Context: an optimization exercise on an open-source flow, tuned for small area, a short achievable clock period and few clock cycles per item. The choices shown serve that exercise and are no tape-out recipe. Where RTL was checked, it was by simulation tests only, not by an equivalence proof against the original. For runs 1 and 2, only the layout was checked, not whether the RTL still works. Power and IR drop assume default switching activity.

### flow/design.v
module s16_decoder (
    input  wire        clk,
    input  wire        rst,         
    input  wire        in_valid,
    output wire        in_ready,
    input  wire [31:0] in_word,
    input  wire        in_first,    
    input  wire [15:0] in_len,      
    output reg         out_valid,
    input  wire        out_ready,
    output wire [27:0] out_value,
    output wire        out_last
);
    function automatic [4:0] width_from_end(input [3:0] s, input [4:0] l);
        begin
            case (s)
                0:  width_from_end = (l < 28) ? 1 : 0;
                1:  width_from_end = (l < 14) ? 1 : (l < 21) ? 2 : 0;
                2:  width_from_end = (l < 7) ? 1 : (l < 14) ? 2 : (l < 21) ? 1 : 0;
                3:  width_from_end = (l < 7) ? 2 : (l < 21) ? 1 : 0;
                4:  width_from_end = (l < 14) ? 2 : 0;
                5:  width_from_end = (l < 8) ? 3 : (l < 9) ? 4 : 0;
                6:  width_from_end = (l < 3) ? 3 : (l < 7) ? 4 : (l < 8) ? 3 : 0;
                7:  width_from_end = (l < 7) ? 4 : 0;
                8:  width_from_end = (l < 2) ? 4 : (l < 6) ? 5 : 0;
                9:  width_from_end = (l < 4) ? 5 : (l < 6) ? 4 : 0;
                10: width_from_end = (l < 2) ? 5 : (l < 5) ? 6 : 0;
                11: width_from_end = (l < 3) ? 6 : (l < 5) ? 5 : 0;
                12: width_from_end = (l < 4) ? 7 : 0;
                13: width_from_end = (l < 2) ? 9 : (l < 3) ? 10 : 0;
                14: width_from_end = (l < 2) ? 14 : 0;
                default: width_from_end = (l < 1) ? 28 : 0;
            endcase
        end
    endfunction
    function automatic [4:0] slots_less_one(input [3:0] s);
        begin
            case (s)
                0:  slots_less_one = 27;
                1, 2, 3: slots_less_one = 20;
                4:  slots_less_one = 13;
                5:  slots_less_one = 8;
                6:  slots_less_one = 7;
                7:  slots_less_one = 6;
                8, 9: slots_less_one = 5;
                10, 11: slots_less_one = 4;
                12: slots_less_one = 3;
                13: slots_less_one = 2;
                14: slots_less_one = 1;
                default: slots_less_one = 0;
            endcase
        end
    endfunction
    reg [27:0] data;      
    reg [3:0]  sel;       
    reg [4:0]  left;      
    reg [15:0] remain;    
    reg [4:0]  width;     
    wire       list_end  = (remain == 16'd1);
    wire       word_done = (left == 5'd0) || list_end;
    assign out_value = data & ~(28'hfffffff << width);
    assign out_last  = list_end;
    wire take = out_valid && out_ready;
    assign in_ready = !out_valid || (out_ready && word_done);
    wire accept = in_valid && in_ready;
    always @(posedge clk) begin
        if (rst) begin
            out_valid <= 1'b0;
        end else if (accept) begin
            out_valid <= 1'b1;
        end else if (take && word_done) begin
            out_valid <= 1'b0;
        end
        if (accept) begin
            data <= in_word[27:0];
            sel  <= in_word[31:28];
            left  <= slots_less_one(in_word[31:28]);
            width <= width_from_end(in_word[31:28], slots_less_one(in_word[31:28]));
        end else if (take) begin
            data  <= data >> width[3:0];
            left  <= left - 5'd1;
            width <= width_from_end(sel, left - 5'd1);
        end
        if (accept && in_first)
            remain <= in_len;
        else if (take)
            remain <= remain - 16'd1;
    end
endmodule
### flow/constraint.sdc
create_clock -name core_clock -period 8.0 [get_ports {clk}]
set_input_delay 1.6000 -clock core_clock [delete_from_list [all_inputs] [get_ports {clk}]]
set_output_delay 1.6000 -clock core_clock [all_outputs]
set_load 0.01 [all_outputs]
### flow/config.mk
export PLATFORM = sky130hd
export DESIGN_NAME = s16_decoder
export DESIGN_NICKNAME = s16_decoder
export VERILOG_FILES = /design/flow/design.v
export SDC_FILE = /design/flow/constraint.sdc
export NUM_CORES = 4
export LEC_CHECK = 0
export CAP_MARGIN = 20
export CORE_MARGIN = 2
export CORE_UTILIZATION = 40
export SETUP_SLACK_MARGIN = 4.4
export SLEW_MARGIN = 20
### flow/run.sh
#!/bin/bash
# synth_recipe.tcl (not shown) runs the flow's synth.tcl, then flattens the netlist and writes it again
# the make line also repeats each setting of config.mk as NAME=value (left out here)
make -C /OpenROAD-flow-scripts/flow DESIGN_CONFIG=/design/flow/config.mk WORK_HOME=/design/flow/orfs CLKGATE_MAP_FILE= SYNTH_SCRIPT=/design/flow/synth_recipe.tcl finish
==> results.txt, run 1 <==
status timing/DRC/antenna clean; GP Congestion 0.8555; Post-route DRC 0; peak supply drop 120.5 uV; worst hold path class reg -> reg; # clock sinks 59; overall power 1.357 mW; Max clock buf depth 2; Fin Setup TNS 0 ns; Flop pwr share 0.322; Comb pwr share 0.363; TritonCTS clock tree yes; Die Span Y 116.3 microns; Pint 892.6 uW; sequential element share of the synthesized area 0.3492; worst relative slew slack 0.4715; Final Non-Filler Cells 878; Crit Path Category reg -> out; vias per inst 5.764; Overall Global Routing Usage 0.2355; synthesized instance count 622; Inst Count DP 831; Starting DRT DRC Count 327; Synth area leader edfxtp_1; detailed placement HPWL 10.46 mm; crit path DAT 2.03 ns; Final period util 0.4541; Worst Tran Pin Value 0.7920 ns; Clk network pwr share 0.315; ranking of synthesized cells by area edfxtp_1, nor2_1, mux2i_1, a21oi_1, nand2_1; Crit Path Max Fanout 2; Met1 Wirelength 6.467 mm; row count 41; fin crit period 3.633 ns; Yosys reg bits 59; TritonCTS buffer count 9; clock-pin slew on the worst setup and hold paths 0.06 ns; # IOs 84; Max Cap Viol 0; Initial Util 0.4047; initial antenna violation count 1; syn_nets 678; nets@finish 756; Pre-antenna DRT Iters 5; share of cells above drive strength 1 0.1348; top cell type's share of synthesized area 0.3452; antenna-violating nets left 0; RSZ-0062 raised after global routing true; Worst setup EP type primary output; Post-synth EDFFs 58; fin. max-slew vios 0; Max H-tree Level 3; top routing layer used met4; Area Overhead vs Synth 33.31%; total core area 12470 sq um; Static Leak 2.543 nW; clk latency of the worst-skew pair 0.33 ns; Fmax achieved 275.3 MHz; post-synth cell types 66; largest net degree at the start of global routing 46; WL met3 1.123 mm; clk_skew 0.006854 ns; Fillers 1156; WP data required 6.40 ns; vias in the first global route 4870; drt wl/cell 18.17 microns; NetSw 464.4 uW; Vias 5061; first-pass GRT wire length 24.75 mm; Top FF cell, synth edfxtp_1; final WL 15.95 mm; Congestion Overflow GR 0; clk root buf clkbuf_16; port bufs 83; Cell Area, Synth 5045 sq um; Final Util 0.5395; met2 routed WL 7.968 mm; Die W 116.3 microns; pwr dens 201.8 nW/um^2; warnings from Yosys 1; total die area 13530 sq um; setup violators final 0; Syn Area/Cell 8.111 sq um; Hold Violations, Final 0; CP startpoint kind register; switching share of power 0.3422; ys async rst share 0
-- power by group through the flow --
stage                     combinational [mW]  sequential [mW]  clock, mW
final                                  0.493            0.437      0.427
after global routing                   0.540            0.441      0.448
after CTS                              0.466            0.436      0.435
after detailed placement               0.425            0.446          0
after global placement                 0.420            0.445          0
after floorplan                        0.310            0.419          0
-- logic make-up (layout without fill, tap and decap cells) --
logic type | count (synthesis) | count (layout) | synth area share
buffers and inverters | 69 | 152 | 0.05977
xor gates and xnor gates | 20 | 20 | 0.03472
DFF | 59 | 59 | 0.3492
other | 0 | 1 | 0
AOI/OAI and AO/OA | 185 | 185 | 0.2292
adders and majority gates | 3 | 3 | 0.007441
muxes | 46 | 46 | 0.1034
and+or+nand+nor | 240 | 240 | 0.2163
-- layout make-up --
class | count | area [sq um] | share of cell area
diodes | 1 | 2.502 | 0.0003721
repair buffers | 119 | 1250 | 0.1859
multi-input cells | 494 | 3097 | 0.4605
flip-flops and latches | 59 | 1762 | 0.2620
inverters | 17 | 73.82 | 0.01098
clock inverters | 7 | 100.1 | 0.01488
clock buffers | 9 | 225.2 | 0.03349
well taps | 172 | 215.2 | 0.03200
-- cell usage after synthesis, types with 4 or more instances --
library cell / instances
a211oi_1: 7
a21o_1: 4
a21oi_1: 64
a31oi_1: 8
and2_1: 5
and3_1: 8
buf_1: 4
buf_2: 12
clkbuf_1: 32
edfxtp_1: 58
inv_1: 15
mux2_2: 9
mux2i_1: 33
mux4_2: 4
nand2_1: 79
nand2b_1: 7
nand3_1: 6
nand3b_1: 4
nor2_1: 93
nor2b_1: 7
nor3_1: 11
nor4_1: 4
o2111ai_1: 5
o211ai_1: 4
o21a_1: 9
o21ai_0: 38
o22ai_1: 4
o31a_1: 4
o31ai_1: 6
xnor2_1: 12
xor2_1: 8
-- layout by cell type, fill, tap and decap left out, types with 5 or more instances in the layout --
cell type        count
and2_1               5
edfxtp_1            58
xor2_1               8
mux2_2               9
nor3_1              11
a21oi_1             62
a31oi_1              7
nor2b_1              7
clkdlybuf4s50_1     77
nand2_1             77
buf_4               26
inv_1               12
a211oi_1             7
nand3_1              6
xnor2_1             12
o21a_1               9
nor2_1              85
o2111ai_1            5
nand2b_1             7
o31ai_1              6
mux2i_1             33
o21ai_0             37
and3_1               8
clkbuf_16           12
-- worst max-delay path: stages (launching register included) --
cell      delay, ns
edfxtp_1       0.40
or4_4          0.57
nor4_4         0.18
buf_4          0.18
a31oi_4        0.07
o21ai_2        0.15
buf_2          0.15
-- metrics by stage --
stage | area [sq um] | hold slack (ns) | setup WS (ns)
final | 6725 | 0.6670 | 4.367
after global routing | 6723 | 0.6855 | 4.274
after CTS | 6551 | 0.6652 | 4.264
after floorplan | 5049 | 0.5957 | 4.486
after detailed placement | 5911 | 0.5676 | 2.865
after global placement | 5911 | 0.5564 | 2.949
-- layer usage --
| layer | GRT usage | up-vias |
|---|---|---|
| met5 | 0 | - |
| met4 | 0.1032 | 0 |
| met3 | 0.03114 | 37 |
| met2 | 0.4035 | 218 |
| met1 | 0.2981 | 2370 |
| li1 | - | 2436 |
-- timing repair --
item / in CTS / in global routing
pin swaps: 6 / 4
hold buffers: 0 / 0
buffers inserted: 16 / 9
gates cloned: 2 / 3
gates resized for setup: 44 / 13
setup endpoints to repair: 86 / 31
-- flip-flops by register name (all words and copies together), names as in the netlist --
signal and count:
data 28, remain 16, left 5, width 5, sel 4, out_valid 1
-- path summary, 6_finish.rpt --
kind / startpoint / end / slack, ns / depth (start not counted)
worst min register to register: remain[0]$_DFFE_PP_ / remain[0]$_DFFE_PP_ / 0.67 / 1
worst min-delay path: remain[0]$_DFFE_PP_ / remain[0]$_DFFE_PP_ / 0.67 / 1
worst max register to register: remain[10]$_DFFE_PP_ / remain[13]$_DFFE_PP_ / 4.80 / 10
worst max-delay path: remain[10]$_DFFE_PP_ / in_ready / 4.37 / 6
==> run 2: changes to the inputs <==
==> flow/flow/run.sh (new file) <==
#!/bin/bash
# The standard layout (standard.sh: the standard flow's own synthesis and ORFS flow),
# with the port buffers made from the smallest buffer cell instead of the
# cell buffer_ports picks by itself; timing repair resizes them as needed.
set -euo pipefail
bash standard.sh "BUFFER_PORTS_ARGS=-buffer_cell sky130_fd_sc_hd__buf_1" finish > standard.log 2>&1
==> flow/standard.sh (new file) <==
#!/bin/bash
# synth_recipe.tcl (not shown) runs the flow's synth.tcl, then flattens the netlist and writes it again
# the make line also repeats each setting of config.mk as NAME=value (left out here)
make -C /OpenROAD-flow-scripts/flow DESIGN_CONFIG=/design/flow/config.mk WORK_HOME=/design/flow/orfs CLKGATE_MAP_FILE= SYNTH_SCRIPT=/design/flow/synth_recipe.tcl "${@:-finish}"
removed: flow/run.sh
==> run 2 against run 1 <==
  * Still clean
  * Via count decreased by 3.5%
  * Clock skew about the same
  * Global-route usage shrank 1.1 points
  * Register-to-register slack worse by 0.15 ns
  * Setup slack worse by 0.043 ns
  * Hold slack lost 0.084 ns
  * Cell count fell by 2.3%
  * Clock power is essentially flat
  * Utilization decreased by 7.0 points
  * Fmax shrank 1.2%
==> results.txt, run 2 <==
status timing/DRC/antenna clean; Initial Util 0.4047 (unchanged); vias per inst 5.693 (-1.2%); worst hold path class reg -> reg; Max Cap Viol 0 (unchanged); TritonCTS clock tree yes; CP startpoint kind register; Fmax achieved 272.1 MHz (-1.2%); Comb pwr share 0.325 (-0.038); Max H-tree Level 3 (unchanged); # clock sinks 59 (unchanged); nets@finish 737 (-2.5%); switching share of power 0.3529 (+0.01067); register with the most flip-flops data; ys async rst share 0 (unchanged); largest net degree at the start of global routing 53 (+15%); Area after DPL 5384 sq um (-8.9%); Post-route DRC 0 (unchanged); total core area 12470 sq um (unchanged); Flop pwr share 0.342 (+0.020); met1 GRT Util 0.2892 (-0.008852); peak supply drop 95.91 uV (-20%); Final period util 0.4594 (+0.005335); detailed placement HPWL 10.39 mm (-0.60%); Commonest cells post-synth nor2_1, nand2_1, a21oi_1; Area Overhead vs Synth 16.05%; met3 Usage GRT 0.04307 (+0.01194); GP Congestion 0.9079 (+6.1%); clock-pin slew on the worst setup and hold paths 0.05 ns (about the same); drt wl/cell 17.54 microns (-3.4%); WP data required 6.40 ns (about the same); Worst Tran Pin Value 0.7662 ns (-0.02574 ns); first-pass GRT wire length 23.43 mm (-5.3%); fin area 5854 sq um (-13%); commonest cells after routing, fill and taps aside nor2_1, buf_1, nand2_1, a21oi_1, edfxtp_1; fin crit period 3.675 ns (+0.04268 ns); sequential element share of the synthesized area 0.3492 (unchanged); Post-synth EDFFs 58 (unchanged); Crit Path Category reg -> out; Cell Area, Synth 5045 sq um (unchanged); crit path DAT 2.08 ns (+0.05 ns); # IOs 84 (unchanged); synthesized instance count 622 (unchanged); Worst setup EP type primary output; clk_skew 0.006977 ns (+0.0001232 ns); total die area 13530 sq um (unchanged); antenna cell count 0 (-1); Yosys reg bits 59 (unchanged); Congestion Overflow GR 0 (unchanged); TritonCTS buffer count 9 (unchanged); grt met2 use 0.3802 (-0.02326); warnings from Yosys 1 (unchanged); commonest non-fill, non-tap cell in the layout nor2_1; post-synth cell types 66 (unchanged); setup violators final 0 (unchanged); antenna-violating nets left 0 (unchanged); Hold Violations, Final 0 (unchanged); RSZ-0062 raised after global routing true; NetSw 450.9 uW (-2.9%); Crit Path Max Fanout 5 (+3); vias in the first global route 4532 (-6.9%); row count 41 (unchanged); Clk network pwr share 0.333 (+0.018); biggest regs data (28), remain (16); Largest register FFs 28 (unchanged); Fin Setup TNS 0 ns (unchanged); Starting DRT DRC Count 355 (+8.6%); Die W 116.3 microns (unchanged); Static Leak 2.115 nW (-17%); Fillers 1251 (+8.2%); Max clock buf depth 2 (unchanged); clk latency of the worst-skew pair 0.34 ns (about the same); Pre-antenna DRT Iters 5 (unchanged); ranking of synthesized cells by area edfxtp_1, nor2_1, mux2i_1, a21oi_1, nand2_1; syn_nets 678 (unchanged); pwr dens 218.2 nW/um^2 (+8.2%); Overall Global Routing Usage 0.2241 (-0.01139); Top FF cell, synth edfxtp_1; fin. max-slew vios 0 (unchanged); Pint 826.8 uW (-7.4%); Syn Area/Cell 8.111 sq um (unchanged); most common cell in the netlist nor2_1; top cell type's share of synthesized area 0.3452 (unchanged); final WL 15.05 mm (-5.6%); Die Span Y 116.3 microns (unchanged); GR peak layer met2; worst relative slew slack 0.4886 (+0.01718); port bufs 83 (unchanged); initial antenna violation count 0 (-1); share of cells above drive strength 1 0.09329 (-0.04146); Synth area leader edfxtp_1; Vias 4885 (-3.5%); clk root buf clkbuf_16
[run 2: cell types whose count changed in the layout (fill, tap and decap cells not counted), sizes merged]
cell,previous run,this run
clkinv,5,4
dlymetal6s2s,3,0
clkinvlp,0,3
bufbuf,2,0
inv,17,15
diode,1,0
clkbuf,13,11
buf,33,98
clkdlybuf4s50,77,0
[run 2: final cells by class]
cell class	count	area (sq um)	area share
inverters	17	70.07	0.01197
multi-input cells	494	3038	0.5189
well taps	172	215.2	0.03676
repair buffers	100	451.7	0.07715
clock buffers	9	225.2	0.03847
clock inverters	7	92.59	0.01582
flip-flops and latches	59	1762	0.3009
[run 2: critical path, cell delays in order (launching register included)]
cell	delay, ns
edfxtp_1	0.40
inv_1	0.13
ha_4	0.14
or3b_2	0.49
nor2_4	0.16
a31oi_1	0.07
o21ai_2	0.19
buf_2	0.16
[run 2: path summary, 6_finish.rpt]
path | startpoint | to | slack (ns) | cells after the start
max | left[0]$_DFFE_PP_ | in_ready | 4.32 | 7
min | out_valid$_SDFFE_PP0P_ | out_valid$_SDFFE_PP0P_ | 0.58 | 2
max reg2reg | left[0]$_DFFE_PP_ | remain[11]$_DFFE_PP_ | 4.65 | 10
min reg2reg | out_valid$_SDFFE_PP0P_ | out_valid$_SDFFE_PP0P_ | 0.58 | 2
[run 2: cells by family (layout without fill, tap and decap cells)]
group,after synthesis,in the layout,share of synthesized area
compound gates,185,185,0.2292
xor+xnor,20,20,0.03472
fa+ha+maj,3,3,0.007441
buf+inv,69,133,0.05977
flops,59,59,0.3492
mux,46,46,0.1034
simple gates,240,240,0.2163
[run 2: what timing repair did]
item	4_1_cts	5_1_grt
setup buffers	7	5
cloned	0	0
resized for setup	13	5
endpoints found under the setup margin	71	27
hold buffers	0	0
pin swaps	1	0
[run 2: per-stage QoR]
stage | total power, mW | setup WS (ns) | hold slack, ns | util | std cells
6_report | 1.278 | 4.325 | 0.5826 | 0.4696 | 858
5_1_grt | 1.342 | 4.246 | 0.6304 | 0.4696 | 858
2_1_floorplan | 0.7291 | 4.486 | 0.5957 | - | 622
3_3_place_gp | 0.8297 | 3.315 | 0.5543 | 0.4319 | 830
4_1_cts | 1.272 | 4.327 | 0.5866 | 0.4654 | 853
3_5_place_dp | 0.8340 | 3.101 | 0.5764 | 0.4319 | 830
[run 2: metal layers]
| layer | wire length [microns] | part of all wire |
|---|---|---|
| met4 | 251 | 0.017 |
| met2 | 7292 | 0.48 |
| met3 | 1004 | 0.067 |
| met1 | 6502 | 0.43 |
| met5 | 0 | 0 |
[run 2: power groups by stage]
stage | logic, mW | clock network (mW) | registers [mW]
floorplan | 0.310 | 0 | 0.419
detailed placement | 0.383 | 0 | 0.451
global placement | 0.380 | 0 | 0.449
CTS | 0.405 | 0.430 | 0.437
global route | 0.461 | 0.441 | 0.441
finish | 0.416 | 0.425 | 0.437
==> run 3: changes to the inputs <==
==> flow/design.v (replaced) <==
module s16_decoder (
    input  wire        clk,
    input  wire        rst,         
    input  wire        in_valid,
    output wire        in_ready,
    input  wire [31:0] in_word,
    input  wire        in_first,    
    input  wire [15:0] in_len,      
    output reg         out_valid,
    input  wire        out_ready,
    output wire [27:0] out_value,
    output wire        out_last
);
    function automatic [3:0] next_width(input [3:0] s, input [4:0] l);
        begin
            case (s)
                0:  next_width = 1;
                1:  next_width = (l < 15) ? 1 : 2;
                2:  next_width = (l < 8) ? 1 : (l < 15) ? 2 : 1;
                3:  next_width = (l < 8) ? 2 : 1;
                4:  next_width = 2;
                5:  next_width = 3;
                6:  next_width = (l < 4) ? 3 : 4;
                7:  next_width = 4;
                8:  next_width = (l < 3) ? 4 : 5;
                9:  next_width = (l < 5) ? 5 : 4;
                10: next_width = (l < 3) ? 5 : 6;
                11: next_width = (l < 4) ? 6 : 5;
                12: next_width = 7;
                13: next_width = 9;
                default: next_width = 14;
            endcase
        end
    endfunction
    function automatic [4:0] first_width(input [3:0] s);
        begin
            case (s)
                0, 2, 3: first_width = 1;
                1, 4:    first_width = 2;
                6:       first_width = 3;
                5, 7, 9: first_width = 4;
                8, 11:   first_width = 5;
                10:      first_width = 6;
                12:      first_width = 7;
                13:      first_width = 10;
                14:      first_width = 14;
                default: first_width = 28;
            endcase
        end
    endfunction
    function automatic [4:0] slots_less_one(input [3:0] s);
        begin
            case (s)
                0:  slots_less_one = 27;
                1, 2, 3: slots_less_one = 20;
                4:  slots_less_one = 13;
                5:  slots_less_one = 8;
                6:  slots_less_one = 7;
                7:  slots_less_one = 6;
                8, 9: slots_less_one = 5;
                10, 11: slots_less_one = 4;
                12: slots_less_one = 3;
                13: slots_less_one = 2;
                14: slots_less_one = 1;
                default: slots_less_one = 0;
            endcase
        end
    endfunction
    reg [27:0] data;      
    reg [3:0]  sel;       
    reg [4:0]  left;      
    reg [4:0]  width;     
    reg [15:0] remain;    
    reg        list_end;   
    reg        word_done;  
    assign out_value = data & ~(28'hfffffff << width);
    assign out_last  = list_end;
    wire take = out_valid && out_ready;
    assign in_ready = !out_valid || (out_ready && word_done);
    wire accept = in_valid && in_ready;
    always @(posedge clk) begin
        if (rst) begin
            out_valid <= 1'b0;
        end else if (accept) begin
            out_valid <= 1'b1;
        end else if (take && word_done) begin
            out_valid <= 1'b0;
        end
        if (accept) begin
            data  <= in_word[27:0];
            sel   <= in_word[31:28];
            left  <= slots_less_one(in_word[31:28]);
            width <= first_width(in_word[31:28]);
        end else if (take) begin
            data  <= data >> width[3:0];
            left  <= left - 5'd1;
            width <= {1'b0, next_width(sel, left)};
        end
        if (accept && in_first)
            remain <= in_len;
        else if (take)
            remain <= remain - 16'd1;
        if (accept) begin
            list_end  <= in_first ? (in_len == 16'd1) : take ? (remain == 16'd2) : (remain == 16'd1);
            word_done <= in_first ? (in_len == 16'd1) : take ? (remain == 16'd2) : (remain == 16'd1);
            if (in_word[31:28] == 4'd15)
                word_done <= 1'b1;
        end else if (take) begin
            list_end  <= (remain == 16'd2);
            word_done <= (remain == 16'd2) || (left == 5'd1);
        end
    end
endmodule
--- a/flow/config.mk
+++ b/flow/config.mk
@@ -10,3 +10,3 @@
 export CORE_UTILIZATION = 40
-export SETUP_SLACK_MARGIN = 4.4
+export SETUP_SLACK_MARGIN = 4.6
 export SLEW_MARGIN = 20
==> run 3 against run 2 <==
  * Still clean
  * Global-route usage about the same
  * Count of clock-buffer cells in the layout increased by 1
  * Routed wire length increased by 4.2%
  * Critical path type is now in -> out
  * Critical endpoint unchanged
  * Largest power group unchanged
  * Highest routed layer unchanged
==> results.txt, run 3 <==
status timing/DRC/antenna clean; Slowest-stage cell, CP a21bo_4; fin. max-slew vios 0 (unchanged); Die Span Y 117.1 microns (+0.71%); Area Overhead vs Synth 17.47%; pwr dens 200.3 nW/um^2 (-8.2%); final worst slack 4.392 ns (+0.06708 ns); # clock sinks 61 (+3.4%); commonest cells after routing, fill and taps aside buf_1, edfxtp_1, nor2_1, nand2_1, a21oi_1; Comb pwr share 0.324 (about the same); clk latency of the worst-skew pair 0.34 ns (about the same); post-synth cell types 68 (+3.0%); Pre-antenna DRT Iters 5 (unchanged); total die area 13720 sq um (+1.4%); Commonest cells post-synth edfxtp_1, nor2_1, nand2_1; worst hold slack 0.6873 ns (+0.1047 ns); Worst path most repeated cell buf_6; Starting DRT DRC Count 421 (+19%); largest net degree at the start of global routing 51 (-3.8%); Top Family by Delay on Critical Path buffers and inverters; Pint 794.0 uW (-4.0%); Congestion Overflow GR 0 (unchanged); total core area 12570 sq um (+0.82%); NetSw 410.9 uW (-8.9%); nets@finish 670 (-9.1%); crit path DAT 2.01 ns (-0.07 ns); initial antenna violation count 0 (unchanged); clock-pin slew on the worst setup and hold paths 0.05 ns (about the same); WP data required 6.40 ns (about the same); commonest non-fill, non-tap cell in the layout buf_1; Clk network pwr share 0.287 (-0.046); setup violators final 0 (unchanged); TritonCTS clock tree yes; RSZ-0062 raised after global routing true; biggest cell delay along the critical path 0.20 ns (-0.29 ns); biggest regs data (28), remain (16); Worst Tran Pin Value 0.9253 ns (+0.1591 ns); final WL 15.68 mm (+4.2%); detailed placement HPWL 10.43 mm (+0.32%); sequential element share of the synthesized area 0.3558 (+0.006610); Static Leak 2.115 nW (about the same); Post-synth EDFFs 60 (+3.4%); vias per inst 6.084 (+6.9%); most common cell in the netlist edfxtp_1; Fin Setup TNS 0 ns (unchanged); Area after DPL 5485 sq um (+1.9%); clk root buf clkbuf_16; Top FF cell, synth edfxtp_1; port bufs 83 (unchanged); antenna-violating nets left 0 (unchanged); ordered cell list for the critical path buf_6, a21bo_4, buf_6; Crit path buffers/inverters 2 (unchanged); CP startpoint kind input port; fin crit period 3.608 ns (-0.06708 ns); Post-route DRC 0 (unchanged); ranking of synthesized cells by area edfxtp_1, mux4_2, nor2_1, mux2i_1, nand2_1; Syn Area/Cell 9.606 sq um (+18%); worst relative slew slack 0.3780 (-0.1107); syn_nets 596 (-12%); Die W 117.1 microns (+0.71%); fin area 6015 sq um (+2.7%); cts hold-fix bufs 0 (unchanged); Max H-tree Level 3 (unchanged); Final period util 0.4510 (-0.008385); # IOs 84 (unchanged); synthesized instance count 533 (-14%); Crit Path Max Fanout 2 (-3); first-pass GRT wire length 23.28 mm (-0.65%); Worst setup EP type primary output; top cell type's share of synthesized area 0.3519 (+0.006668); Largest register FFs 28 (unchanged); Yosys reg bits 61 (+3.4%); Cell Area, Synth 5120 sq um (+1.5%); row count 41 (unchanged); Max clock buf depth 2 (unchanged); drt wl/cell 20.00 microns (+14%); worst hold path class reg -> reg; peak supply drop 91.86 uV (-4.2%); ys async rst share 0 (unchanged); Hold Violations, Final 0 (unchanged); Placement Setup Slack 4.325 ns (+1.224 ns); switching share of power 0.3410 (-0.01186); antenna cell count 0 (unchanged); Crit Path Category in -> out; clk_skew 0.006092 ns (-0.0008853 ns); Fmax achieved 277.2 MHz (+1.9%); Flop pwr share 0.390 (+0.048); vias in the first global route 4352 (-4.0%); Max Cap Viol 0 (unchanged); TritonCTS buffer count 9 (unchanged); share of cells above drive strength 1 0.1552 (+0.06193); Overall Global Routing Usage 0.2237 (-0.0004210); Vias 4770 (-2.4%); warnings from Yosys 1 (unchanged); GP Congestion 0.8825 (-2.8%); Synth area leader edfxtp_1; Initial Util 0.4074 (+0.002669); register with the most flip-flops data
[run 3: cell types whose count changed after synthesis, sizes merged, moves of 5 or more]
cell,before,now
a21oi,64,32
xnor2,12,6
nor2,93,59
nand3,6,17
ha,3,10
a31oi,8,14
mux4,4,26
nand2,81,52
o21ai,42,18
o221a,0,5
mux2i,33,22
o2111ai,5,0
[run 3: cell families after synthesis]
family | count (synthesis) | share of synthesized area
AOI/OAI and AO/OA | 129 | 0.1747
xor gates and xnor gates | 15 | 0.02566
adders and majority gates | 10 | 0.02444
buffers and inverters | 63 | 0.05254
DFF | 61 | 0.3558
muxes | 56 | 0.1750
and+or+nand+nor | 199 | 0.1918
[run 3: metal layers]
metal	global-route usage	wire length, microns
met1	0.3033	6577
met2	0.3484	7256
met3	0.04686	1504
met4	0.09647	344
met5	0	0
[run 3: worst paths after layout]
kind / from / to / slack, ns / cells after the start
worst max-delay path: out_ready / in_ready / 4.39 / 3
worst min-delay path: remain[0]$_DFFE_PP_ / remain[0]$_DFFE_PP_ / 0.69 / 1
worst min register to register: remain[0]$_DFFE_PP_ / remain[0]$_DFFE_PP_ / 0.69 / 1
worst max register to register: width[0]$_DFFE_PP_ / data[0]$_DFFE_PP_ / 5.61 / 5
[run 3: power groups by stage]
stage	clock network, mW	registers [mW]	logic (mW)
CTS	0.354	0.466	0.361
global placement	0	0.470	0.349
detailed placement	0	0.471	0.354
floorplan	0	0.440	0.282
global route	0.364	0.473	0.424
finish	0.346	0.470	0.390
[run 3: repair_timing]
item,in CTS,in global routing
endpoints found under the setup margin,16,37
gates cloned,0,3
buffers inserted,2,16
endpoints found under the hold margin,0,0
resized for setup,12,12
pin swaps,1,2
[run 3: layout make-up]
cell class	count	area, sq um
repair buffers	111	598.1
inverters	15	62.56
clock inverters	6	30.03
well taps	172	215.2
fillers	1236	6554
multi-input cells	409	3058
flip-flops and latches	61	1822
clock buffers	10	229.0
[run 3: stage by stage]
stage | total power [mW] | instances | utilization
after floorplan | 0.7219 | 533 | -
after global placement | 0.8195 | 746 | 0.4364
after detailed placement | 0.8254 | 746 | 0.4364
after CTS | 1.180 | 764 | 0.4616
after global routing | 1.261 | 784 | 0.4785
final | 1.205 | 784 | 0.4785
Testbench counts of run 3, summed over its fixed seeds: cycles 33,211, items 33,203.
==> run 4: changes to the inputs <==
--- a/flow/config.mk
+++ b/flow/config.mk
@@ -9,3 +9,5 @@
 export CORE_MARGIN = 2
-export CORE_UTILIZATION = 40
+export CORE_UTILIZATION = 65
+export CTS_BUF_LIST = sky130_fd_sc_hd__clkbuf_8
+export CTS_CLUSTER_SIZE = 30
 export SETUP_SLACK_MARGIN = 4.6
==> run 4 against run 3 <==
  * First-iteration DRC count is 4.5% higher
  * Clock power down 12%
  * Non-clock buffer count fell by 14
  * Sequential share of layout area rose by 1.3 points
  * Via count is essentially flat
  * Critical endpoint unchanged
  * Still clean on timing, DRC and antenna
  * Sequential cell count unchanged
  * Critical path type unchanged
  * Count of clock-buffer cells in the layout decreased by 1
==> results.txt, run 4 <==
biggest cell delay along the critical path 0.20 ns (about the same); Initial Util 0.6660 (+0.2586); NetSw 395.3 uW (-3.8%); clk_skew 0.008789 ns (+0.002697 ns); synthesized instance count 533 (unchanged); # IOs 84 (unchanged); total die area 8603 sq um (-37%); Syn Area/Cell 9.606 sq um (unchanged); Hold Violations, Final 0 (unchanged); GP Congestion 1.086 (+23%); setup violators final 0 (unchanged); Crit Path Max Fanout 2 (unchanged); adder and majority gate portion of the synthesized area 0.02444 (unchanged); register with the most flip-flops data; Post-synth EDFFs 60 (unchanged); Post-route DRC 0 (unchanged); Comb pwr share 0.324 (about the same); Clk network pwr share 0.267 (-0.020); warnings from Yosys 1 (unchanged); Top Family by Delay on Critical Path buffers and inverters; TritonCTS buffer count 9 (unchanged); Fillers 582 (-53%); # clock sinks 61 (unchanged); final WL 14.19 mm (-9.5%); Worst Tran Pin Value 0.8875 ns (-0.03785 ns); storage element area 1822 sq um (unchanged); worst hold path class reg -> reg; WP data required 6.40 ns (about the same); status timing/DRC/antenna clean; Crit Path Category in -> out; Fmax achieved 276.7 MHz (-0.16%); Final period util 0.4517 (+0.0007263); Static Leak 2.027 nW (-4.2%); Commonest cells post-synth edfxtp_1, nor2_1, nand2_1; largest net degree at the start of global routing 50 (-2.0%); Pre-antenna DRT Iters 7 (+2); vias per inst 6.816 (+12%); Cell Area, Synth 5120 sq um (unchanged); Pint 751.6 uW (-5.3%); fin crit period 3.614 ns (+0.005810 ns); Worst path most repeated cell buf_6; CP startpoint kind input port; Die W 92.75 microns (-21%); clock-pin slew on the worst setup and hold paths 0.07 ns (+0.02 ns); Vias 4771 (+0.021%); fin area 5764 sq um (-4.2%); TritonCTS clock tree yes; port bufs 83 (unchanged); sequential element share of the synthesized area 0.3558 (unchanged); share of cells above drive strength 1 0.1388 (-0.01643); pwr dens 199.0 nW/um^2 (-0.69%); mux share of post-synthesis cell area 0.1750 (unchanged); post-synthesis simple-gate area fraction 0.1918 (unchanged); row count 32 (-22%); most common cell in the netlist edfxtp_1; clk latency of the worst-skew pair 0.35 ns (about the same); Flop pwr share 0.410 (+0.020); Synth Area in XOR/XNOR 0.02566 (unchanged); Max Cap Viol 0 (unchanged); vias in the first global route 4513 (+3.7%); detailed placement HPWL 9.445 mm (-9.4%); biggest regs data (28), remain (16); largest family of logic cells by synthesized area simple AND/OR/NAND/NOR gates; antenna cell count 0 (unchanged); Compound-Gate Fraction of Synth Area 0.1747 (unchanged); Final Util 0.7498 (+0.2713); switching share of power 0.3447 (+0.003636); total core area 7687 sq um (-39%); Max clock buf depth 2 (unchanged); ordered cell list for the critical path buf_6, a21bo_4, buf_6; initial antenna violation count 0 (unchanged); Max H-tree Level 3 (unchanged); fin. max-slew vios 0 (unchanged); antenna-violating nets left 0 (unchanged); syn_nets 596 (unchanged); post-synth cell types 68 (unchanged); first-pass GRT wire length 22.07 mm (-5.2%); clk root buf clkbuf_8; multi-input logic area 3060 sq um (about the same); Congestion Overflow GR 0 (unchanged); ranking of synthesized cells by area edfxtp_1, mux4_2, nor2_1, mux2i_1, nand2_1; crit path DAT 2.01 ns (about the same); Yosys reg bits 61 (unchanged); RSZ-0062 raised after global routing true; Synth area leader edfxtp_1; ys async rst share 0 (unchanged); Slowest-stage cell, CP a21bo_4; Overall Global Routing Usage 0.3305 (+0.1068); Area after DPL 5405 sq um (-1.5%); Fin Setup TNS 0 ns (unchanged); Largest register FFs 28 (unchanged); commonest cells after routing, fill and taps aside buf_1, edfxtp_1, nor2_1, nand2_1, a21oi_1; nets@finish 656 (-2.1%); commonest non-fill, non-tap cell in the layout buf_1; Crit path buffers/inverters 2 (unchanged); drt wl/cell 20.27 microns (+1.3%); Starting DRT DRC Count 440 (+4.5%); Final Non-Filler Cells 700 (-11%); peak supply drop 106.7 uV (+16%); Area Overhead vs Synth 12.59%; Top FF cell, synth edfxtp_1; top cell type's share of synthesized area 0.3519 (unchanged); Die Span Y 92.75 microns (-21%); Worst setup EP type primary output; worst relative slew slack 0.4077 (+0.02972); Inst Count DP 677 (-9.2%)
-- run 4: timing repair --
| item | CTS | global route |
|---|---|---|
| cloned | 0 | 1 |
| pin swaps | 1 | 1 |
| hold buffers | 0 | 0 |
| resized for setup | 10 | 14 |
| setup endpoints to repair | 19 | 32 |
| setup buffers | 3 | 3 |
-- run 4: kinds of logic (layout without fill, tap and decap cells) --
group,count (synthesis),in the layout
simple gates,199,199
compound gates,129,129
buf+inv,63,128
flops,61,61
mux,56,56
xor+xnor,15,15
fa+ha+maj,10,10
-- run 4: worst paths after layout --
check	cells after the start	start	endpoint	slack [ns]
worst min register to register	1	remain[0]$_DFFE_PP_	remain[0]$_DFFE_PP_	0.68
worst max register to register	5	width[0]$_DFFE_PP_	data[1]$_DFFE_PP_	5.65
worst max-delay path	3	out_ready	in_ready	4.39
worst min-delay path	1	remain[0]$_DFFE_PP_	remain[0]$_DFFE_PP_	0.68
-- run 4: per-layer routing --
metal / track usage / vias to the layer above / wire (microns) / part of all wire
li1: - / 2161 / - / -
met1: 0.4469 / 2216 / 5465 / 0.39
met2: 0.5164 / 339 / 6654 / 0.47
met3: 0.05940 / 55 / 1489 / 0.10
met4: 0.1654 / 0 / 576 / 0.041
met5: 0 / - / 0 / 0
-- run 4: cell type report --
type | count | area share
Sequential cell | 61 | 0.3160
Inverter | 15 | 0.01020
Timing Repair Buffer | 97 | 0.08357
Clock buffer | 9 | 0.02149
Multi-Input combinational cell | 409 | 0.5309
Clock inverter | 7 | 0.01563
Tap cell | 102 | 0.02214
-- run 4: stage by stage --
step,hold slack [ns],power (mW),worst slack [ns]
2_1_floorplan,0.6182,0.7219,4.475
3_3_place_gp,0.6362,0.8123,4.336
3_5_place_dp,0.6415,0.8187,4.320
4_1_cts,0.6758,1.126,4.386
5_1_grt,0.7259,1.193,4.374
6_report,0.6753,1.147,4.386
-- run 4: worst reg2reg max path: stages (launching register included) --
cell and delay [ns]:
edfxtp_1 0.39, buf_6 0.22, inv_1 0.68, mux2_2 0.44, o22ai_1 0.23, a31oi_1 0.12
-- run 4: power by group through the flow --
stage	Combinational [mW]	Clock, mW	Sequential [mW]
final	0.371	0.306	0.470
after global routing	0.402	0.318	0.472
after CTS	0.354	0.306	0.465
after detailed placement	0.346	0	0.473
after global placement	0.341	0	0.471
after floorplan	0.282	0	0.440
==> run 5: changes to the inputs <==
--- a/flow/design.v
+++ b/flow/design.v
@@ -77,2 +77,6 @@
     assign out_last  = list_end;
+    wire [27:0] sh1 = width[0] ? {data[27],    data[27:1]} : data;
+    wire [27:0] sh2 = width[1] ? {sh1[27:26],  sh1[27:2]}  : sh1;
+    wire [27:0] sh4 = width[2] ? {sh2[27:24],  sh2[27:4]}  : sh2;
+    wire [27:0] shifted = width[3] ? {sh4[27:18], sh4[25:8]} : sh4;
     wire take = out_valid && out_ready;
@@ -94,3 +98,3 @@
         end else if (take) begin
-            data  <= data >> width[3:0];
+            data  <= shifted;
             left  <= left - 5'd1;
==> flow/flow/run.sh (replaced) <==
#!/bin/bash
set -euo pipefail
bash standard.sh \
  "BUFFER_PORTS_ARGS=-buffer_cell sky130_fd_sc_hd__buf_1" \
  "SETUP_SLACK_MARGIN=${MARGIN:-4.6}" \
  "CTS_ARGS=-sink_clustering_enable -repair_clock_nets -buf_list sky130_fd_sc_hd__clkbuf_8 -sink_clustering_size 30 -dont_use_dummy_load" \
  finish > standard.log 2>&1
--- a/flow/config.mk
+++ b/flow/config.mk
@@ -9,6 +9,3 @@
 export CORE_MARGIN = 2
-export CORE_UTILIZATION = 65
-export CTS_BUF_LIST = sky130_fd_sc_hd__clkbuf_8
-export CTS_CLUSTER_SIZE = 30
-export SETUP_SLACK_MARGIN = 4.6
+export CORE_UTILIZATION = 70
 export SLEW_MARGIN = 20
==> run 5 against run 4 <==
  * Hold slack improved by 0.0099 ns
  * Cell area is 6.8% lower
  * Sequential cell count stayed put
==> results.txt, run 5 <==
Final period util 0.4510 (-0.0007900); biggest regs data (28), remain (16); Die W 87.07 microns (-6.1%); Max Cap Viol 0 (unchanged); antenna-violating nets left 0 (unchanged); Static Leak 1.926 nW (-5.0%); Worst Tran Pin Value 0.5721 ns (-0.3154 ns); Cell Area, Synth 4830 sq um (-5.7%); Pre-antenna DRT Iters 5 (-2); Yosys reg bits 61 (unchanged); R2R Setup Slk 5.64 ns (about the same); Congestion Overflow GR 0 (unchanged); total core area 6719 sq um (-13%); first-pass GRT wire length 19.62 mm (-11%); syn_nets 592 (-0.67%); Final Util 0.7996 (+0.04979); Worst setup EP type primary output; Overall Global Routing Usage 0.3352 (+0.004702); Post-synth EDFFs 60 (unchanged); TritonCTS clock tree yes; row count 30 (-6.3%); crit path DAT 2.01 ns (about the same); setup violators final 0 (unchanged); Fin Setup TNS 0 ns (unchanged); sequential element share of the synthesized area 0.3772 (+0.02139); register with the most flip-flops data; top cell type's share of synthesized area 0.3731 (+0.02115); Syn Area/Cell 9.130 sq um (-5.0%); synthesized instance count 529 (-0.75%); status timing/DRC/antenna clean; Starting DRT DRC Count 380 (-14%); Largest register FFs 28 (unchanged); antenna cell count 0 (unchanged); port bufs 83 (unchanged); clk root buf clkbuf_8; TritonCTS buffer count 9 (unchanged); ranking of synthesized cells by area edfxtp_1, mux2i_1, nor2_1, a21oi_1, mux4_2; share of cells above drive strength 1 0.1077 (-0.03105); Max clock buf depth 2 (unchanged); Fmax achieved 277.2 MHz (+0.18%); fin crit period 3.608 ns (-0.006320 ns); drt wl/cell 18.73 microns (-7.6%); Synth area leader edfxtp_1; Vias 4421 (-7.3%); # clock sinks 61 (unchanged); Post-route DRC 0 (unchanged); peak supply drop 131.2 uV (+23%); Top FF cell, synth edfxtp_1; final WL 12.63 mm (-11%); Area Overhead vs Synth 11.24%; worst hold path class reg -> reg; total die area 7580 sq um (-12%); WP data required 6.40 ns (about the same); clk latency of the worst-skew pair 0.34 ns (about the same); commonest non-fill, non-tap cell in the layout buf_1; vias in the first global route 3991 (-12%); Die Span Y 87.07 microns (-6.1%); Initial Util 0.7188 (+0.05279); Crit Path Category in -> out; nets@finish 659 (+0.46%); Hold Violations, Final 0 (unchanged); clk_skew 0.03148 ns (+0.02270 ns); Crit Path Max Fanout 2 (unchanged); clock-pin slew on the worst setup and hold paths 0.07 ns (about the same); detailed placement HPWL 8.674 mm (-8.2%); initial antenna violation count 0 (unchanged); # IOs 84 (unchanged); RSZ-0062 raised after global routing true; CP startpoint kind input port; largest net degree at the start of global routing 52 (+4.0%); commonest cells after routing, fill and taps aside buf_1, nor2_1, edfxtp_1, a21oi_1, nand2_1; GP Congestion 0.9155 (-16%); most common cell in the netlist nor2_1; post-synth cell types 62 (-8.8%); fin. max-slew vios 0 (unchanged); pwr dens 188.9 nW/um^2 (-5.1%); warnings from Yosys 1 (unchanged); vias per inst 6.559 (-3.8%); Commonest cells post-synth nor2_1, edfxtp_1, a21oi_1; ys async rst share 0 (unchanged); Max H-tree Level 3 (unchanged); worst relative slew slack 0.6178 (+0.2101)
## run 5: cell count changes in the layout (fill, tap and decap cells not counted), moves of 7 or more
cell     delta
a21oi_1    +21
a22oi_1     +7
nor2_1     +18
mux2i_1     +7
mux4_2     -16
nand3_1     -8
## run 5: layout make-up
type                            count  area [sq um]
Multi-Input combinational cell    416          2809
Sequential cell                    61          1822
Fill cell                         458          1346
Timing Repair Buffer               96         465.4
Clock buffer                        9         123.9
Tap cell                           80         100.1
Inverter                           11         45.04
Timing Repair inverter              1         7.507
## run 5: cell families after synthesis
group           Yosys count  share of synthesized area
mux                      52                     0.1370
fa+ha+maj                10                    0.02591
buf+inv                  52                    0.04663
xor+xnor                 17                    0.03083
flops                    61                     0.3772
compound gates          146                     0.1922
simple gates            191                     0.1902
## run 5: path summary, 6_finish.rpt
kind | startpoint | end | depth (start not counted)
max | out_ready | in_ready | 3
min | remain[10]$_DFFE_PP_ | remain[10]$_DFFE_PP_ | 2
max reg2reg | word_done$_DFFE_PP_ | data[15]$_DFFE_PP_ | 9
min reg2reg | remain[10]$_DFFE_PP_ | remain[10]$_DFFE_PP_ | 2
## run 5: metrics by stage
step | cell area [sq um] | total power [mW] | cells | setup slack, ns | hold slack, ns
2_1_floorplan | 4836 | 0.6996 | 529 | 4.592 | 0.5960
3_3_place_gp | 5109 | 0.7794 | 657 | 2.959 | 0.6156
3_5_place_dp | 5109 | 0.7879 | 657 | 2.797 | 0.6269
4_1_cts | 5315 | 1.000 | 672 | 4.389 | 0.6830
5_1_grt | 5373 | 1.061 | 674 | 4.386 | 0.7404
6_report | 5373 | 1.015 | 674 | 4.392 | 0.6852
## run 5: what timing repair did
action	4_1_cts	5_1_grt
cloned	1	0
buffers inserted	5	2
hold buffers	0	0
endpoints found under the hold margin	0	0
pin swaps	1	2
endpoints found under the setup margin	54	42
resized for setup	11	14
## run 5: critical path: stages
cell and delay [ns]:
buf_6 0.09, a21bo_4 0.20, buf_6 0.11
## run 5: power by group
group / total, mW / switching (mW) / internal [mW]
registers: 0.452 / 0.0461 / 0.406
logic: 0.353 / 0.201 / 0.152
clock network: 0.210 / 0.110 / 0.0999
## run 5: routing by layer
layer | wire, microns | vias up | global-route usage
li1 | - | 2093 | -
met5 | 0 | - | 0
met2 | 6295 | 241 | 0.5711
met4 | 313 | 0 | 0.1065
met1 | 4965 | 2056 | 0.4371
met3 | 1053 | 31 | 0.05592
Testbench counts of run 5, summed over its fixed seeds: cycles 33,211, items 33,203.
==> run 6: changes to the inputs <==
==> flow/flow/run.sh (replaced) <==
#!/bin/bash
set -euo pipefail
bash standard.sh \
  "BUFFER_PORTS_ARGS=-buffer_cell sky130_fd_sc_hd__buf_1" \
  "SETUP_SLACK_MARGIN=4.6" \
  "CTS_ARGS=-sink_clustering_enable -repair_clock_nets -buf_list sky130_fd_sc_hd__clkbuf_8 -sink_clustering_size 30 -dont_use_dummy_load" \
  finish > standard.log 2>&1
--- a/flow/config.mk
+++ b/flow/config.mk
@@ -7,2 +7,3 @@
 export LEC_CHECK = 0
+export ABC_AREA = 1
 export CAP_MARGIN = 20
==> run 6 against run 5 <==
  * Critical endpoint unchanged
  * Via count up 27%
  * Cell area increased by 3.9%
  * Non-clock buffer count grew 6
==> results.txt, run 6 <==
fin. max-slew vios 0 (unchanged); Crit path buffers/inverters 2 (unchanged); detailed placement HPWL 9.872 mm (+14%); ordered cell list for the critical path clkbuf_2, nand2_1, nand2_2, buf_6; Area after DPL 5216 sq um (+2.1%); Pint 657.6 uW (about the same); Hold Path End out_valid$_SDFFE_PP0P_; switching share of power 0.4052 (+0.05326); clock-pin slew on the worst setup and hold paths 0.06 ns (about the same); most common cell in the netlist nand2_1; Syn Area/Cell 6.758 sq um (-26%); # clock sinks 61 (unchanged); hold_sp out_valid$_SDFFE_PP0P_; Static Leak 2.468 nW (+28%); Top Family by Delay on Critical Path buffers and inverters; Largest register FFs 28 (unchanged); clk_skew 0.02099 ns (-0.01050 ns); nets@finish 881 (+34%); Cell Area, Synth 4967 sq um (+2.8%); Final Util 0.8172 (+0.01759); Starting DRT DRC Count 689 (+81%); Die Span Y 88.24 microns (+1.3%); peak supply drop 118.1 uV (-9.9%); Max clock buf depth 2 (unchanged); overall power 1.106 mW (+8.9%); Worst Tran Pin Value 0.5389 ns (-0.03323 ns); Yosys reg bits 61 (unchanged); Post-route DRC 0 (unchanged); Crit Reg-Reg Endpoint width[1]$_DFFE_PP_; Comb pwr share 0.396 (+0.048); hold path cells 3 (+1); clk latency of the worst-skew pair 0.35 ns (about the same); worst hold path class reg -> reg; total die area 7786 sq um (+2.7%); Max H-tree Level 3 (unchanged); Placement Setup Slack 4.008 ns (+1.211 ns); top cell type's share of synthesized area 0.3627 (-0.01034); R2R Path Start word_done$_DFFE_PP_; port bufs 83 (unchanged); # IOs 84 (unchanged); commonest non-fill, non-tap cell in the layout nand2_1; first-pass GRT wire length 23.34 mm (+19%); biggest regs data (28), remain (16); Initial Util 0.7271 (+0.008298); Synth area leader edfxtp_1; warnings from Yosys 1 (unchanged); commonest cells after routing, fill and taps aside nand2_1, nand3_1, nor2_1, buf_1, edfxtp_1; Vias 5618 (+27%); multi-input logic area 2726 sq um (-2.9%); post-synth cell types 40 (-35%); antenna cell count 0 (unchanged); setup violators final 0 (unchanged); largest net degree at the start of global routing 35 (-33%); WP data required 6.40 ns (about the same); Fin Setup TNS 0 ns (unchanged); register with the most flip-flops data; biggest cell delay along the critical path 0.13 ns (-0.07 ns); Worst setup EP type primary output; Pre-antenna DRT Iters 12 (+7); Die W 88.24 microns (+1.3%); worst relative slew slack 0.6395 (+0.02166); row count 30 (unchanged); Overall Global Routing Usage 0.3929 (+0.05772); Hold Violations, Final 0 (unchanged); ranking of synthesized cells by area edfxtp_1, nand2_1, nand3_1, nor2_1, inv_1; Max Cap Viol 0 (unchanged); final WL 15.03 mm (+19%); Top FF cell, synth edfxtp_1; RSZ-0062 raised after global routing true; TritonCTS clock tree yes; status timing/DRC/antenna clean; total core area 6832 sq um (+1.7%); synthesized instance count 735 (+39%); R2R cell count 9 (unchanged); Area Overhead vs Synth 12.39%; Flop pwr share 0.410 (-0.035); NetSw 448.0 uW (+25%); clk root buf clkbuf_8; sequential element share of the synthesized area 0.3668 (-0.01045); vias per inst 6.160 (-6.1%); Slowest-stage cell, CP buf_6; vias in the first global route 4991 (+25%); ys async rst share 0 (unchanged); CP startpoint kind input port; crit path DAT 1.97 ns (-0.04 ns); fin area 5583 sq um (+3.9%); pwr dens 198.0 nW/um^2 (+4.8%); final worst slack 4.430 ns (+0.03736 ns); drt wl/cell 16.48 microns (-12%); Commonest cells post-synth nand2_1, nand3_1, nor2_1; Fmax achieved 280.1 MHz (+1.0%); Crit Path Category in -> out; cts hold-fix bufs 0 (unchanged); Clk network pwr share 0.194 (-0.013); initial antenna violation count 0 (unchanged); syn_nets 798 (+35%); Congestion Overflow GR 0 (unchanged); share of cells above drive strength 1 0.07108 (-0.03667); Fillers 511 (+12%); GP Congestion 1.000 (+9.2%); TritonCTS buffer count 9 (unchanged); antenna-violating nets left 0 (unchanged); Crit Path Max Fanout 3 (+1); Post-synth EDFFs 60 (unchanged); storage element area 1822 sq um (unchanged); fin crit period 3.570 ns (-0.03736 ns); Final period util 0.4463 (-0.004670); R2R Setup Slk 5.59 ns (-0.05 ns)
[run 6: area by class of cell]
cell class                 count  share of cell area
clock buffer                   9             0.02219
inverter                      60             0.04572
multi-input combinational    582              0.4883
sequential                    61              0.3263
tap                           96             0.02151
timing repair buffer         102             0.09346
timing repair inverter         2            0.002465
[run 6: per-stage QoR]
stage	std cells	hold slack, ns
4_1_cts	905	0.6307
6_report	912	0.6391
3_3_place_gp	886	0.5003
3_5_place_dp	886	0.5209
5_1_grt	912	0.6628
2_1_floorplan	735	0.5610
[run 6: worst reg2reg max path, cell delays in order (launching register included)]
cell	delay, ns
edfxtp_1	0.37
nand2_1	0.09
nand2_2	0.09
nand2_2	0.42
buf_6	0.38
clkinvlp_4	0.39
nor2_1	0.19
nand3_1	0.08
nor2_1	0.10
nor2_1	0.05
[run 6: worst max-delay path by stage]
stage              start                   end  slack (ns)  depth (start not counted)
6_report       out_ready              in_ready        4.43                          4
4_1_cts        out_ready              in_ready        4.45                          4
3_3_place_gp   out_ready   remain[8]$_DFFE_PP_        4.11                          8
5_1_grt        out_ready              in_ready        4.38                          4
3_5_place_dp   out_ready  remain[11]$_DFFE_PP_        4.01                          8
2_1_floorplan  out_ready    data[10]$_DFFE_PP_        4.61                          6
[run 6: metal layers]
layer,up-vias,part of all wire,global-route usage,routed length (microns)
li1,2601,-,-,-
met1,2488,0.36,0.4897,5431
met2,424,0.46,0.6364,6873
met3,105,0.12,0.09049,1805
met4,0,0.061,0.2121,920
met5,-,0,0,0
[run 6: kinds of logic (layout without fill, tap and decap cells)]
logic type / Yosys count / count (layout) / synth area share
XOR/XNOR: 9 / 9 / 0.01587
adder cells (fa/ha/maj): 10 / 10 / 0.02519
flip-flops: 61 / 61 / 0.3668
AND/OR/NAND/NOR: 473 / 473 / 0.4020
AO/OA/AOI/OAI: 90 / 90 / 0.1005
buffers and inverters: 92 / 173 / 0.08968
[run 6: what timing repair did]
item | in CTS | in global routing
pin swaps | 1 | 1
setup endpoints to repair | 59 | 62
setup buffers | 8 | 5
gates resized for setup | 14 | 13
cloned | 2 | 2
[run 6: power groups by stage]
stage	combinational (mW)	clock, mW	sequential, mW
after detailed placement	0.371	0	0.463
after global routing	0.481	0.223	0.458
after global placement	0.359	0	0.462
after floorplan	0.298	0	0.444
after CTS	0.397	0.212	0.449
final	0.438	0.215	0.453
==> run 7: changes to the inputs <==
--- a/flow/config.mk
+++ b/flow/config.mk
@@ -7,3 +7,2 @@
 export LEC_CHECK = 0
-export ABC_AREA = 1
 export CAP_MARGIN = 20
==> run 7 against run 6 <==
  * Hold slack better by 0.046 ns
  * Critical path type unchanged
  * Sequential power hardly changed
  * Routed wire length shrank 16%
  * Sequential cell count unchanged
  * Still clean on timing, DRC and antenna
  * Combinational power shrank 19%
  * Critical endpoint unchanged
  * Utilization is 1.8 points lower
  * Area after synthesis fell by 2.8%
  * Cell area shrank 3.8%
  * Clock skew up 0.010 ns
  * Synthesized cell count is 28% lower
==> results.txt, run 7 <==
final WL 12.63 mm (-16%); first-pass GRT wire length 19.62 mm (-16%); clk root buf clkbuf_8; setup violators final 0 (unchanged); cts hold-fix bufs 0 (unchanged); Clk network pwr share 0.207 (+0.013); Max H-tree Level 3 (unchanged); TritonCTS clock tree yes; Hold Violations, Final 0 (unchanged); nets@finish 659 (-25%); peak supply drop 131.2 uV (+11%); total die area 7580 sq um (-2.6%); share of cells above drive strength 1 0.1077 (+0.03667); initial antenna violation count 0 (unchanged); top cell type's share of synthesized area 0.3731 (+0.01034); largest net degree at the start of global routing 52 (+49%); Congestion Overflow GR 0 (unchanged); Cell Area, Synth 4830 sq um (-2.8%); Syn Area/Cell 9.130 sq um (+35%); vias per inst 6.559 (+6.5%); Initial Util 0.7188 (-0.008298); RSZ-0062 raised after global routing true; syn_nets 592 (-26%); Die W 87.07 microns (-1.3%); switching share of power 0.3519 (-0.05326); Worst path most repeated cell buf_6; register with the most flip-flops data; Pint 657.7 uW (about the same); fin. max-slew vios 0 (unchanged); biggest regs data (28), remain (16); Final period util 0.4510 (+0.004670); Worst Tran Pin Value 0.5721 ns (+0.03323 ns); Overall Global Routing Usage 0.3352 (-0.05772); Top FF cell, synth edfxtp_1; # IOs 84 (unchanged); crit path DAT 2.01 ns (+0.04 ns); fin crit period 3.608 ns (+0.03736 ns); ordered cell list for the critical path buf_6, a21bo_4, buf_6; hold path cells 2 (-1); Area after DPL 5109 sq um (-2.1%); R2R cell count 9 (unchanged); fin area 5373 sq um (-3.8%); ys async rst share 0 (unchanged); Starting DRT DRC Count 380 (-45%); Flop pwr share 0.445 (+0.035); R2R Path Start word_done$_DFFE_PP_; Post-route DRC 0 (unchanged); Die Span Y 87.07 microns (-1.3%); Synth area leader edfxtp_1; post-synth cell types 62 (+55%); clk_skew 0.03148 ns (+0.01050 ns); CP startpoint kind input port; Largest register FFs 28 (unchanged); # clock sinks 61 (unchanged); Area Overhead vs Synth 11.24%; worst hold path class reg -> reg; sequential element share of the synthesized area 0.3772 (+0.01045); Max clock buf depth 2 (unchanged); commonest non-fill, non-tap cell in the layout buf_1; Post-synth EDFFs 60 (unchanged); Yosys reg bits 61 (unchanged); detailed placement HPWL 8.674 mm (-12%); vias in the first global route 3991 (-20%); R2R Setup Slk 5.64 ns (+0.05 ns); ranking of synthesized cells by area edfxtp_1, mux2i_1, nor2_1, a21oi_1, mux4_2; GP Congestion 0.9155 (-8.5%); row count 30 (unchanged); Vias 4421 (-21%); clk latency of the worst-skew pair 0.34 ns (about the same); hold_sp remain[10]$_DFFE_PP_; status timing/DRC/antenna clean; port bufs 83 (unchanged); WP data required 6.40 ns (about the same); worst relative slew slack 0.6178 (-0.02166); antenna cell count 0 (unchanged); Pre-antenna DRT Iters 5 (-7); NetSw 357.2 uW (-20%); warnings from Yosys 1 (unchanged); total core area 6719 sq um (-1.6%); commonest cells after routing, fill and taps aside buf_1, nor2_1, edfxtp_1, a21oi_1, nand2_1; Fin Setup TNS 0 ns (unchanged); Slowest-stage cell, CP a21bo_4; Worst setup EP type primary output; synthesized instance count 529 (-28%); pwr dens 188.9 nW/um^2 (-4.6%); Crit Path Category in -> out; Max Cap Viol 0 (unchanged); Hold Path End remain[10]$_DFFE_PP_; Crit Reg-Reg Endpoint data[15]$_DFFE_PP_; Crit Path Max Fanout 2 (-1); TritonCTS buffer count 9 (unchanged); clock-pin slew on the worst setup and hold paths 0.07 ns (about the same); Fmax achieved 277.2 MHz (-1.0%); drt wl/cell 18.73 microns (+14%); Comb pwr share 0.348 (-0.048); Commonest cells post-synth nor2_1, edfxtp_1, a21oi_1; Static Leak 1.926 nW (-22%); biggest cell delay along the critical path 0.20 ns (+0.07 ns); antenna-violating nets left 0 (unchanged); most common cell in the netlist nor2_1
[run 7: changes by cell type in the layout (fill, tap and decap cells not counted), sizes merged, moves of 27 or more]
cell   change
o21ai     -27
nand2    -186
mux2i     +29
inv       -49
nand3    -109
a21oi     +35
nor2      -36
[run 7: layout make-up]
| type | count | area, sq um |
|---|---|---|
| multi-input combinational | 416 | 2809 |
| clock buffer | 9 | 123.9 |
| timing repair inverter | 1 | 7.507 |
| timing repair buffer | 96 | 465.4 |
| inverter | 11 | 45.04 |
| sequential | 61 | 1822 |
| tap | 80 | 100.1 |
| fill | 458 | 1346 |
[run 7: power groups by stage]
stage	sequential (mW)	combinational, mW	clock [mW]
after global placement	0.454	0.325	0
after floorplan	0.434	0.265	0
after CTS	0.449	0.341	0.210
final	0.452	0.353	0.210
after global routing	0.456	0.385	0.220
after detailed placement	0.456	0.332	0
[run 7: kinds of logic after synthesis]
logic type,Yosys count,share of synthesized area
AND/OR/NAND/NOR,191,0.1902
AO/OA/AOI/OAI,146,0.1922
flip-flops,61,0.3772
buffers and inverters,52,0.04663
multiplexers,52,0.1370
XOR/XNOR,17,0.03083
adder cells (fa/ha/maj),10,0.02591
[run 7: how the worst max path moves through the flow]
stage | startpoint | end | slack (ns)
detailed placement | out_ready | remain[5]$_DFFE_PP_ | 2.80
CTS | out_ready | in_ready | 4.39
finish | out_ready | in_ready | 4.39
global placement | out_ready | remain[7]$_DFFE_PP_ | 2.96
floorplan | out_ready | in_ready | 4.59
global route | out_ready | in_ready | 4.39
[run 7: timing repair]
action                     4_1_cts  5_1_grt
setup endpoints to repair       54       42
gates resized for setup         11       14
cloned                           1        0
pin swaps                        1        2
hold endpoints to repair         0        0
setup buffers                    5        2
[run 7: critical path: cells and delay by family]
| kind | cells | cell delay [ns] |
|---|---|---|
| buffers and inverters | 2 | 0.20 |
| AOI/OAI and AO/OA | 1 | 0.20 |
[run 7: metrics by stage]
stage	utilization	power [mW]	worst slack, ns	instances	hold slack, ns
after global placement	0.7603	0.7794	2.959	657	0.6156
after CTS	0.7911	1.000	4.389	672	0.6830
after floorplan	-	0.6996	4.592	529	0.5960
after detailed placement	0.7603	0.7879	2.797	657	0.6269
final	0.7996	1.015	4.392	674	0.6852
after global routing	0.7996	1.061	4.386	674	0.7404
[run 7: routing by layer]
metal  part of all wire  GRT usage  vias to the layer above
li1                   -          -                     2093
met1               0.39     0.4371                     2056
met2               0.50     0.5711                      241
met3              0.083    0.05592                       31
met4              0.025     0.1065                        0
met5                  0          0                        -
==> run 8: changes to the inputs <==
==> flow/flow/run.sh (replaced) <==
#!/bin/bash
set -euo pipefail
bash standard.sh \
  "BUFFER_PORTS_ARGS=-buffer_cell sky130_fd_sc_hd__buf_1" \
  "SETUP_SLACK_MARGIN=4.6" \
  "CTS_ARGS=-sink_clustering_enable -repair_clock_nets -buf_list sky130_fd_sc_hd__clkbuf_8 -sink_clustering_size 64 -sink_clustering_max_diameter 300 -dont_use_dummy_load" \
  finish > standard.log 2>&1
--- a/flow/config.mk
+++ b/flow/config.mk
@@ -9,3 +9,3 @@
 export CORE_MARGIN = 2
-export CORE_UTILIZATION = 70
+export CORE_UTILIZATION = 80
 export SLEW_MARGIN = 20
==> run 8 against run 7 <==
  * Still clean on timing, DRC and antenna
  * Area after synthesis is the same
  * Non-clock buffer count down 1
  * Synthesized cell count stayed put
  * Sequential cell count stayed put
  * Combinational power is 9.9% higher
  * Critical path type unchanged
  * Clock power up 3%
  * Sequential share of layout area down 0.079 points
  * Highest routed layer unchanged
  * Critical path depth unchanged
  * Setup slack got worse by 0.030 ns
  * Die area is 12% lower
  * First-iteration DRC count increased to 2.9 times the previous value
  * Critical endpoint unchanged
  * Utilization up 12 points
==> results.txt, run 8 <==
port bufs 83 (unchanged); largest net degree at the start of global routing 52 (unchanged); vias in the first global route 4402 (+10%); register with the most flip-flops data; Congestion Overflow GR 0 (unchanged); Yosys reg bits 61 (unchanged); sequential element share of the synthesized area 0.3772 (unchanged); Max Cap Viol 0 (unchanged); Fmax achieved 274.9 MHz (-0.83%); Top FF cell, synth edfxtp_1; worst relative slew slack 0.5705 (-0.04730); clk_skew 0.01180 ns (-0.01968 ns); Crit Path Category in -> out; Max clock buf depth 2 (unchanged); synthesized instance count 529 (unchanged); CP startpoint kind input port; TritonCTS clock tree yes; first-pass GRT wire length 21.50 mm (+9.6%); Post-synth EDFFs 60 (unchanged); antenna-violating nets left 0 (unchanged); ranking of synthesized cells by area edfxtp_1, mux2i_1, nor2_1, a21oi_1, mux4_2; Fillers 244 (-47%); storage element area 1822 sq um (unchanged); Worst Tran Pin Value 0.6442 ns (+0.07213 ns); final WL 16.15 mm (+28%); Hold Violations, Final 0 (unchanged); most common cell in the netlist nor2_1; # IOs 84 (unchanged); detailed placement HPWL 9.137 mm (+5.3%); initial antenna violation count 0 (unchanged); antenna cell count 0 (unchanged); overall power 1.063 mW (+4.7%); Syn Area/Cell 9.130 sq um (unchanged); Starting DRT DRC Count 1089 (+190%); Area Overhead vs Synth 11.50%; Die W 81.70 microns (-6.2%); clock-pin slew on the worst setup and hold paths 0.06 ns (about the same); cts hold-fix bufs 0 (unchanged); Fin Setup TNS 0 ns (unchanged); crit path DAT 2.04 ns (+0.03 ns); nets@finish 658 (-0.15%); fin crit period 3.638 ns (+0.03027 ns); vias per inst 7.759 (+18%); commonest cells after routing, fill and taps aside buf_1, nor2_1, edfxtp_1, a21oi_1, nand2_1; # clock sinks 61 (unchanged); multi-input logic area 2814 sq um (+0.18%); peak supply drop 175.7 uV (+34%); Largest register FFs 28 (unchanged); ys async rst share 0 (unchanged); row count 28 (-6.7%); share of cells above drive strength 1 0.1062 (-0.001505); Die Span Y 81.70 microns (-6.2%); pwr dens 197.3 nW/um^2 (+4.5%); Max H-tree Level 3 (unchanged); Worst setup EP type primary output; RSZ-0062 raised after global routing true; commonest non-fill, non-tap cell in the layout buf_1; Vias 5183 (+17%); TritonCTS buffer count 9 (unchanged); warnings from Yosys 1 (unchanged); total die area 6675 sq um (-12%); Overall Global Routing Usage 0.4374 (+0.1022); Static Leak 1.931 nW (+0.27%); Final period util 0.4547 (+0.003784); fin. max-slew vios 0 (unchanged); Commonest cells post-synth nor2_1, edfxtp_1, a21oi_1; status timing/DRC/antenna clean; post-synth cell types 62 (unchanged); Post-route DRC 0 (unchanged); Synth area leader edfxtp_1; Pre-antenna DRT Iters 14 (+9); Crit Path Max Fanout 3 (+1); clk root buf clkbuf_8; top cell type's share of synthesized area 0.3731 (unchanged); WP data required 6.40 ns (about the same); Initial Util 0.8206 (+0.1018); syn_nets 592 (unchanged); drt wl/cell 24.18 microns (+29%); Cell Area, Synth 4830 sq um (unchanged); clk latency of the worst-skew pair 0.35 ns (about the same); worst hold path class reg -> reg; biggest regs data (28), remain (16); GP Congestion 0.9573 (+4.6%); total core area 5886 sq um (-12%); setup violators final 0 (unchanged)
## run 8: cell counts after synthesis
No cell type changed its count.
## run 8: path summary, 6_finish.rpt
| path | to | depth (start not counted) | slack, ns | from |
|---|---|---|---|---|
| worst max-delay path | in_ready | 3 | 4.36 | out_ready |
| worst min-delay path | remain[0]$_DFFE_PP_ | 1 | 0.69 | remain[0]$_DFFE_PP_ |
| worst max register to register | width[0]$_DFFE_PP_ | 9 | 5.53 | word_done$_DFFE_PP_ |
| worst min register to register | remain[0]$_DFFE_PP_ | 1 | 0.69 | remain[0]$_DFFE_PP_ |
## run 8: logic make-up (layout without fill, tap and decap cells)
| family | after synthesis | after routing | synth area share |
|---|---|---|---|
| buffers and inverters | 52 | 116 | 0.04663 |
| AND/OR/NAND/NOR | 191 | 191 | 0.1902 |
| AO/OA/AOI/OAI | 146 | 146 | 0.1922 |
| flip-flops | 61 | 61 | 0.3772 |
| XOR/XNOR | 17 | 17 | 0.03083 |
| multiplexers | 52 | 52 | 0.1370 |
| adder cells (fa/ha/maj) | 10 | 10 | 0.02591 |
## run 8: through the flow
step / cell area, sq um / hold WS [ns] / std cells / setup slack (ns) / utilization
after floorplan: 4836 / 0.5960 / 529 / 4.592 / -
after global placement: 5102 / 0.6147 / 652 / 3.017 / 0.8669
after detailed placement: 5102 / 0.6182 / 652 / 2.858 / 0.8669
after CTS: 5300 / 0.6674 / 665 / 4.380 / 0.9005
after global routing: 5385 / 0.7070 / 668 / 4.367 / 0.9150
final: 5385 / 0.6939 / 668 / 4.362 / 0.9150
## run 8: timing repair
| action | in CTS | in global routing |
|---|---|---|
| resized for setup | 13 | 13 |
| gates cloned | 1 | 1 |
| endpoints found under the setup margin | 55 | 41 |
| hold endpoints to repair | 0 | 0 |
| pin swaps | 1 | 1 |
| setup buffers | 3 | 2 |
## run 8: area by class of cell
class / instances / share of cell area
clock buffers: 9 / 0.02300
inverters: 11 / 0.008364
flip-flops and latches: 61 / 0.3383
well taps: 75 / 0.01743
repair inverters: 1 / 0.001394
repair buffers: 95 / 0.08899
multi-input cells: 416 / 0.5225
## run 8: layer usage
metal / up-vias / global-route usage / share of wire
li1: 2096 / - / -
met1: 2274 / 0.4949 / 0.30
met2: 621 / 0.7426 / 0.46
met3: 192 / 0.1088 / 0.15
met4: 0 / 0.2717 / 0.087
met5: - / 0 / 0
## run 8: worst max-delay path, cell delays in order
cell	delay, ns
buf_8	0.10
a21bo_4	0.22
buf_6	0.12
## run 8: power breakdown
| part | switching [mW] | internal, mW | total (mW) |
|---|---|---|---|
| clock | 0.116 | 0.100 | 0.217 |
| combinational | 0.232 | 0.155 | 0.388 |
| sequential | 0.0526 | 0.406 | 0.458 |
| total | 0.401 | 0.661 | 1.06 |

Re-timed with assumed drivers on the ports (clkbuf_16 on the clock, buf_2 on other inputs), run 8 has 4.322 ns of setup slack against 4.362 ns with ideal ports, and 4.294 ns once port delays also move by the mid clock arrival of 0.376 ns.
